Background: an optimization exercise with open tools, aiming at small area, a short achievable clock period and few clock cycles per item. Do not read the settings as production practice. In this exercise RTL edits were held to simulation tests only and were not proved equivalent to the original. Power figures rest on the tool's default switching activity, not on a simulated workload.

## flow/design.v

```verilog
module sprite_tiles #(
    parameter signed [11:0] VIS_MIN_X = 12'sd0,
    parameter signed [11:0] VIS_MAX_X = 12'sd255,
    parameter signed [11:0] VIS_MIN_Y = 12'sd0,
    parameter signed [11:0] VIS_MAX_Y = 12'sd223
) (
    input  wire        clk,
    input  wire        rst,
    input  wire        in_valid,
    output wire        in_ready,
    input  wire [15:0] in_size,
    input  wire [7:0]  in_zoomx,
    input  wire [7:0]  in_zoomy,
    input  wire [8:0]  in_x,
    input  wire [8:0]  in_y,
    input  wire [15:0] in_code,
    input  wire [15:0] in_attr,
    input  wire [3:0]  in_pri_a,
    input  wire [3:0]  in_pri_b,
    input  wire        in_high_only,
    output reg         out_valid,
    input  wire        out_ready,
    output wire [15:0] out_tile,
    output wire [11:0] out_x,
    output wire [11:0] out_y,
    output wire [5:0]  out_w,
    output wire [5:0]  out_h,
    output wire [19:0] out_dx,
    output wire [19:0] out_dy,
    output wire        out_fx,
    output wire        out_fy,
    output wire [4:0]  out_color,
    output wire        out_last
);
    localparam [64*20-1:0] RB = {
        64'h0000000000000004,
        64'h0000000000000078,
        64'h0000000000007f80,
        64'h000000007fff8198,
        64'h7fffffff80078600,
        64'h800001ff80799818,
        64'h8001fe0787980780,
        64'h807e1e1999fe0198,
        64'h8786666001861e00,
        64'h999e007806798018,
        64'h0079ff9e01818780,
        64'h019f819e19e79998,
        64'h061fe07f86060600,
        64'h0061806180780018,
        64'h1998660180001f80,
        64'h819998199fff8198,
        64'h87e667e6001f8600,
        64'h81999ffe00799818,
        64'h8001fe0607800780,
        64'h99e7800019fe0198
    };
    function [19:0] recip(input [5:0] z);
        integer b;
        for (b = 0; b < 20; b = b + 1) recip[b] = RB[64*b + z];
    endfunction
    reg        idle;             
    reg        sety;             
    reg        setx;             
    reg [3:0]  xm1;              
    reg [3:0]  cc;               
    reg [3:0]  rr;               
    reg        lc, lr;           
    reg        yc0, yend;        
    reg [7:0]  zx, zy;
    reg [8:0]  x0;
    reg [15:0] tile;
    reg [13:0] xa;               
    reg [12:0] ya;
    reg        fx, fy;
    reg [4:0]  color;
    reg [19:0] dx, dy;
    assign in_ready = idle;
    wire [3:0] pri    = in_attr[11:8];
    wire       pri_ok = ((in_pri_a <= pri) && (pri <= in_pri_b)) ||
                        ((in_pri_b <= pri) && (pri <= in_pri_a));
    wire       qskip  = in_size[15] || (in_zoomx[7:3] == 5'd0) || (in_zoomy[7:3] == 5'd0) ||
                        !pri_ok || (in_high_only && !in_attr[4]) ||
                        in_y[8] || (in_y == 9'd0);
    wire [13:0] xsum  = xa + {6'd0, zx};
    wire        x_in  = !xsum[13] && (xsum[12:3] != 10'd0);     
    wire        c0    = (cc == 4'd0);
    wire [8:0]  zy2   = yc0 ? {1'b0, zy} : {zy, 1'b0};
    wire [12:0] ysum  = sety ? ya - {4'd0, zy2} : ya + {5'd0, zy};
    wire        y_in  = $signed(ysum) <= 13'sd1791;             
    wire [5:0]  span  = {1'b0, xm1, 1'b1};
    wire [5:0]  sopd  = yc0  ? {2'd0, xm1 & {4{fx}}} :
                        yend ? ((fy && fx) ? span : {2'd0, xm1 & {4{fx | fy}}}) :
                               (span & {6{fy}});
    wire        scin  = !yc0 && fy && !(yend && fx);
    wire        row   = lc && (fx != fy);
    wire        neg   = row ? fy : fx;
    wire [5:0]  emag  = row ? span : 6'd0;
    wire [15:0] eopd  = neg ? ~{10'd0, row ? span : 6'd1} : {10'd0, emag};
    wire        ecin  = neg || !row;
    wire [15:0] step  = sety ? {10'd0, sopd} : eopd;
    wire        tcin  = sety ? scin : ecin;
    wire [15:0] tsum  = tile + step + {15'd0, tcin};
    wire        take  = out_valid && out_ready;
    wire [19:0] rq    = recip(idle ? in_zoomx[7:2] : zy[7:2]);
    wire        xm0   = (xm1 == 4'd0);
    wire        lc_n  = lc ? xm0 : (cc == 4'd1);                
    wire        lr_n  = lc ? (rr == 4'd1) : lr;
    always @(posedge clk) begin
        if (rst) begin
            idle      <= 1'b1;
            sety      <= 1'b0;
            setx      <= 1'b0;
            out_valid <= 1'b0;
        end else if (idle) begin
            if (in_valid && !qskip) begin
                idle <= 1'b0;
                sety <= 1'b1;
            end
        end else if (sety) begin
            if (yend) begin
                sety      <= 1'b0;
                setx      <= y_in && x0[8];
                out_valid <= y_in && !x0[8];
                idle      <= !y_in;
            end
        end else if (setx) begin
            if (x_in || c0) begin
                setx      <= 1'b0;
                out_valid <= x_in;
                idle      <= !x_in;
            end
        end else if (out_ready) begin
            if (lc && lr) begin
                out_valid <= 1'b0;
                idle      <= 1'b1;
            end
        end
    end
    always @(posedge clk) begin
        if (idle) begin
            xm1   <= in_size[3:0];
            cc    <= in_size[7:4];
            rr    <= in_size[7:4];
            yc0   <= (in_size[7:4] == 4'd0);
            yend  <= (in_size[7:5] == 3'd0);
            zx    <= in_zoomx;
            zy    <= in_zoomy;
            dx    <= rq;
            x0    <= in_x;
            tile  <= in_code;
            xa    <= {{2{in_x[8]}}, in_x, 3'b000};
            ya    <= {{1{in_y[8]}}, in_y, 3'b000};
            fx    <= in_attr[6];
            fy    <= in_attr[7];
            color <= in_attr[4:0];
        end else if (sety) begin
            ya   <= ysum;
            tile <= tsum;
            cc   <= yend ? xm1 : cc - 4'd2;
            yc0  <= (cc == 4'd2);
            yend <= (cc[3:1] == 3'd1);
            lc   <= xm0;
            lr   <= (rr == 4'd0);
            dy   <= rq;
        end else if (setx) begin
            xa   <= x_in ? {{2{x0[8]}}, x0, 3'b000} : xsum;
            cc   <= x_in ? xm1 : cc - 4'd1;
        end else if (take) begin
            tile <= tsum;
            lc   <= lc_n;
            lr   <= lr_n;
            if (lc) begin
                cc <= xm1;
                rr <= rr - 4'd1;
                xa <= {{2{x0[8]}}, x0, 3'b000};
                ya <= ysum;
            end else begin
                cc <= cc - 4'd1;
                xa <= xsum;
            end
        end
    end
    assign out_tile  = tile;
    assign out_x     = {xa[13], xa[13:3]};
    assign out_y     = {{2{ya[12]}}, ya[12:3]};
    assign out_w     = {1'b0, zx[7:3]} + {5'd0, zx[2]} + 6'd1;
    assign out_h     = {1'b0, zy[7:3]} + {5'd0, zy[2]} + 6'd1;
    assign out_dx    = dx;
    assign out_dy    = dy;
    assign out_fx    = fx;
    assign out_fy    = fy;
    assign out_color = color;
    assign out_last  = lc && lr;
endmodule
```

## flow/run.sh

```bash
#!/bin/bash
# synth_recipe.tcl (not shown) runs the flow's synth.tcl, then flattens the netlist and writes it again
# the make line also repeats each setting of config.mk as NAME=value (left out here)
make -C /OpenROAD-flow-scripts/flow DESIGN_CONFIG=/design/flow/config.mk WORK_HOME=/design/flow/orfs CLKGATE_MAP_FILE= SYNTH_SCRIPT=/design/flow/synth_recipe.tcl finish
```

## flow/config.mk

```make
export PLATFORM = sky130hd
export DESIGN_NAME = sprite_tiles
export DESIGN_NICKNAME = sprite_tiles
export VERILOG_FILES = /design/flow/design.v
export SDC_FILE = /design/flow/constraint.sdc
export NUM_CORES = 4
export LEC_CHECK = 0
export CAP_MARGIN = 20
export CORE_MARGIN = 2
export CORE_UTILIZATION = 40
export CTS_BUF_LIST = sky130_fd_sc_hd__clkbuf_8
export PLACE_DENSITY = 0.6
export SETUP_SLACK_MARGIN = 5
export SLEW_MARGIN = 20
export TNS_END_PERCENT = 0
```

## flow/constraint.sdc

```tcl
create_clock -name core_clock -period 10.0 [get_ports {clk}]
set_input_delay 2.0000 -clock core_clock [delete_from_list [all_inputs] [get_ports {clk}]]
set_output_delay 2.0000 -clock core_clock [all_outputs]
set_load 0.01 [all_outputs]
```

==> qor.yml <==
cts:
  clk_latency_ps: 450
  post_cts_resized: 0
  htreeDepth: 4
  cts_hold_buf: 0
  clkSinkCount: 135
  clk_pin_slew_ps: 90
  numCtsBuffers: 17
  post_cts_buffers: 0
  cts_max_path_buffers: 2
  cts-root-buf: "clkbuf_8"
  cts_tree: "done"
synthesis:
  synth_top_area_cell: "edfxtp_1"
  yosysTopAreaCellShare_pct: 40.7
  ys_seq_elements: 135
  syn-num-nets: 1129
  syn_inst: 965
  ys_async_sr_fraction_pct: 0
  synth-edff-count: 125
  ys_warn_count: 1
  synth_area_sq_um: 9210
  avgSynthCellArea_sq_um: 9.55
  ys_seq_area_share_pct: 42.9
  synth.distinct_cells: 73
  yosys-top-cells-area: "edfxtp_1 (41%), ha_1 (8.8%), nand2_1 (4.4%)"
  synth_ff_type: "edfxtp_1"
timing:
  finalSetupViolCount: 0
  max_freq_ghz: 0.220
  tns_ps: 0
  min_period_ps: 4550
  finClkSkew_ps: 12.7
  finalWorstSetupSlack_ps: 5450
  worst_pin_slew_ps: 1050
  relSlewSlack_pct: 28.7
  slew_violations: 0
  whs_ps: 472
  fin_crit_sh_pct: 45.5
  hold_viol_final: 0
  rsz0062_at_grt: "false"
power:
  pwr-share-comb_pct: 30.9
  clock_power_share_pct: 26.4
  p_int_mw: 1.12
  p_per_area_nw_per_um2: 148
  leakagePower_nw: 4.55
  p_switching_uw: 580
  sequentialPowerShare_pct: 42.7
  finalPower_mw: 1.70
  p_sw_share_pct: 34.1
  irDropWorstVdd_mv: 0.0701
placement:
  gp_congestion: 0.884
  dp_slack_ps: 5020
  placed_cells: 1374
  placed_area_sq_um: 11100
  port_buffers: 184
  post-dp-hpwl_um: 17500
critical_path:
  path_common_cell: "nor2_1"
  worst-path-stages: 9
  reg2reg_depth: 16
  worstPathRequired_ps: 10170
  crit_type: "input port to register"
  critPathMaxStageDelay_ps: 550
  reg2reg_slack_ps: 5550
  worstReg2RegStart: "fy$_DFFE_PP_"
  cp_slowest_cell: "o21ai_0"
  critPathBufInv: 1
  crit_path_end: "dx[13]$_DFFE_PP_"
  worstSetupStartpointType: "input port"
  crit_chain: "clkdlybuf4s50_1 -> nand2_1 -> a21boi_0 -> ha_1 -> nor2_1 -> o21ai_0 -> nor2_1 -> a221oi_1 -> o221ai_1"
  cp_top_family: "compound AO/OA/AOI/OAI gates"
  cp-startpoint: "in_zoomx[2]"
  endpoint_kind: "register"
  r2r-end: "tile[14]$_DFFE_PP_"
  worst-path-max-fanout: 15
  worst_ep_arrival_time_ps: 4720
finish:
  stdcell_area_sq_um: 11500
  drive_gt1_share_pct: 5.62
  mostFrequentLayoutCells: "clkdlybuf4s50_1 (184), edfxtp_1 (125), nand2_1 (107)"
  syn_to_final_growth_pct: 25.0
  final_util_pct: 50.9
  nets: 1272
  antenna_cells: 0
  stdcell_count: 1406
  final_common_cell: "clkdlybuf4s50_1"
floorplanning:
  start_util_pct: 40.7
  io_pins: 197
  core.rowCount: 55
  die_w_um: 156
  fp.dieArea_sq_um: 24300
  core-area_sq_um: 22600
  fp.dieH_um: 156
grt:
  grt_max_degree: 86
  overflow: 0
  grt_pass1_vias: 7240
  grt_use_total_pct: 19.9
  grt_antenna_before_repair: 0
  grt_pass1_wl_um: 38200
detailed_routing:
  dr.pass1.iters: 5
  drt_iter0_drc: 787
  wl_per_cell_um: 17.0
  drt-total-wl_um: 23900
  viasPerCell: 5.49
  num_vias: 7717
  drc: 0
  ant_nets: 0
run_status:
  status: "complete, no violations"
hold_path:
  hp-class: "register to register"
job:
  maxCapViolCount: 0
[layout make-up]
type,count,area [sq um]
Inverter,60,225
Fill cell,2123,11100
Clock inverter,15,148
Sequential cell,135,3960
Timing Repair Buffer,192,1900
Tap cell,285,357
Multi-Input combinational cell,702,4690
Clock buffer,17,234
[worst min path at each step]
stage                     slack, ps          startpoint  cells after the start            endpoint
after global placement          450  ya[0]$_SDFFE_PP0P_                      2  ya[0]$_SDFFE_PP0P_
after detailed placement        460  ya[0]$_SDFFE_PP0P_                      2  ya[0]$_SDFFE_PP0P_
after global routing            510  ya[0]$_SDFFE_PP0P_                      2  ya[0]$_SDFFE_PP0P_
after floorplan                 430  ya[2]$_SDFFE_PP0P_                      2  ya[2]$_SDFFE_PP0P_
final                           470  ya[0]$_SDFFE_PP0P_                      2  ya[0]$_SDFFE_PP0P_
after CTS                       470  ya[0]$_SDFFE_PP0P_                      2  ya[0]$_SDFFE_PP0P_
[sequential cells by signal, summed over array words and instances (netlist names), 4 cells and up]
signal  cells
dx         20
dy         20
tile       16
xa         14
ya         13
x0          9
zx          8
zy          8
color       5
cc          4
rr          4
xm1         4
[metal layers]
metal	track usage, %	vias up	wire [um]
li1	-	3818	-
met1	27.6	3653	11200
met2	31.8	235	11100
met3	5.28	11	1520
met4	3.76	0	136
met5	0	-	0
[worst reg2reg max path: cells and delay by family (launching register included)]
| family | cells | cell delay, ps |
|---|---|---|
| AND/OR/NAND/NOR | 3 | 680 |
| adder cells (fa/ha/maj) | 2 | 620 |
| buffers and inverters | 2 | 210 |
| AO/OA/AOI/OAI | 8 | 1970 |
| XOR/XNOR | 1 | 150 |
| flip-flops | 1 | 540 |
[synthesized netlist by cell type, types with 3 or more instances]
| master | count |
|---|---|
| edfxtp_1 | 125 |
| nand2_1 | 107 |
| o21ai_0 | 77 |
| nor2_1 | 68 |
| ha_1 | 65 |
| inv_1 | 58 |
| a21oi_1 | 51 |
| clkbuf_1 | 38 |
| nand3_1 | 30 |
| mux2i_1 | 28 |
| xor2_1 | 26 |
| buf_4 | 24 |
| nor3_1 | 22 |
| xnor2_1 | 22 |
| a211oi_1 | 13 |
| o211ai_1 | 13 |
| o21a_1 | 12 |
| o21ai_1 | 12 |
| a31oi_1 | 11 |
| dfxtp_1 | 10 |
| and3_1 | 8 |
| nor2b_1 | 7 |
| o22ai_1 | 7 |
| or3_1 | 7 |
| a21o_1 | 6 |
| and2_1 | 6 |
| nand2b_1 | 6 |
| o31ai_1 | 6 |
| a221oi_1 | 5 |
| a22o_1 | 5 |
| a311oi_1 | 5 |
| mux2_2 | 5 |
| nor4_1 | 5 |
| or2_2 | 5 |
| buf_1 | 4 |
| fa_1 | 4 |
| o221ai_1 | 4 |
| or4_1 | 4 |
| a21boi_0 | 3 |
| nand4_1 | 3 |
| o2bb2ai_1 | 3 |
[power groups by stage]
stage	clock network [mW]	registers, mW	logic (mW)
2_1_floorplan	0	0.733	0.338
3_3_place_gp	0	0.737	0.522
3_5_place_dp	0	0.738	0.524
4_1_cts	0.460	0.726	0.527
5_1_grt	0.483	0.733	0.584
6_report	0.448	0.725	0.526
[kinds of logic (layout without fill, tap and decap cells)]
family                     count (synthesis)  count (layout)  synth area share, %
xor gates and xnor gates                  48              48                 4.56
AOI/OAI and AO/OA                        265             265                 18.5
buffers and inverters                    128             284                 6.22
adders and majority gates                 69              69                 9.70
and+or+nand+nor                          286             286                 14.3
muxes                                     34              34                 3.80
DFF                                      135             135                 42.9
Testbench counts, summed over its fixed seeds: cycles 17,048, items 1,600.

## what the ideal ports hide
No port has a modelled driver above. Below, the same layout with a new extraction and two added sets of constraints.
Step 1: set_driving_cell puts a clkbuf_16 on clk and a buf_2 on each other input, an assumption about the parent block.
Step 2 moves the port delays by t, midway between the first and last clock arrival at a register: inputs arrive t later, outputs are due t later. That takes back most of the time a late clock gives input paths.
Slacks: ideal / step 1 / step 2; pairs: ideal / step 1.
t, ns: 0.483
setup slack, ns: 5.448 / 5.451 / 4.968
latest minus earliest clock arrival (ns): 0.015 / 0.015
worst register clock-pin slew, ns: 0.10 / 0.10
pins driven straight from the clock port: 1
After both steps setup and hold are still met in this run. For this run, drivers alone change the setup slack by +0.003 ns; drivers and shift together by -0.480 ns.
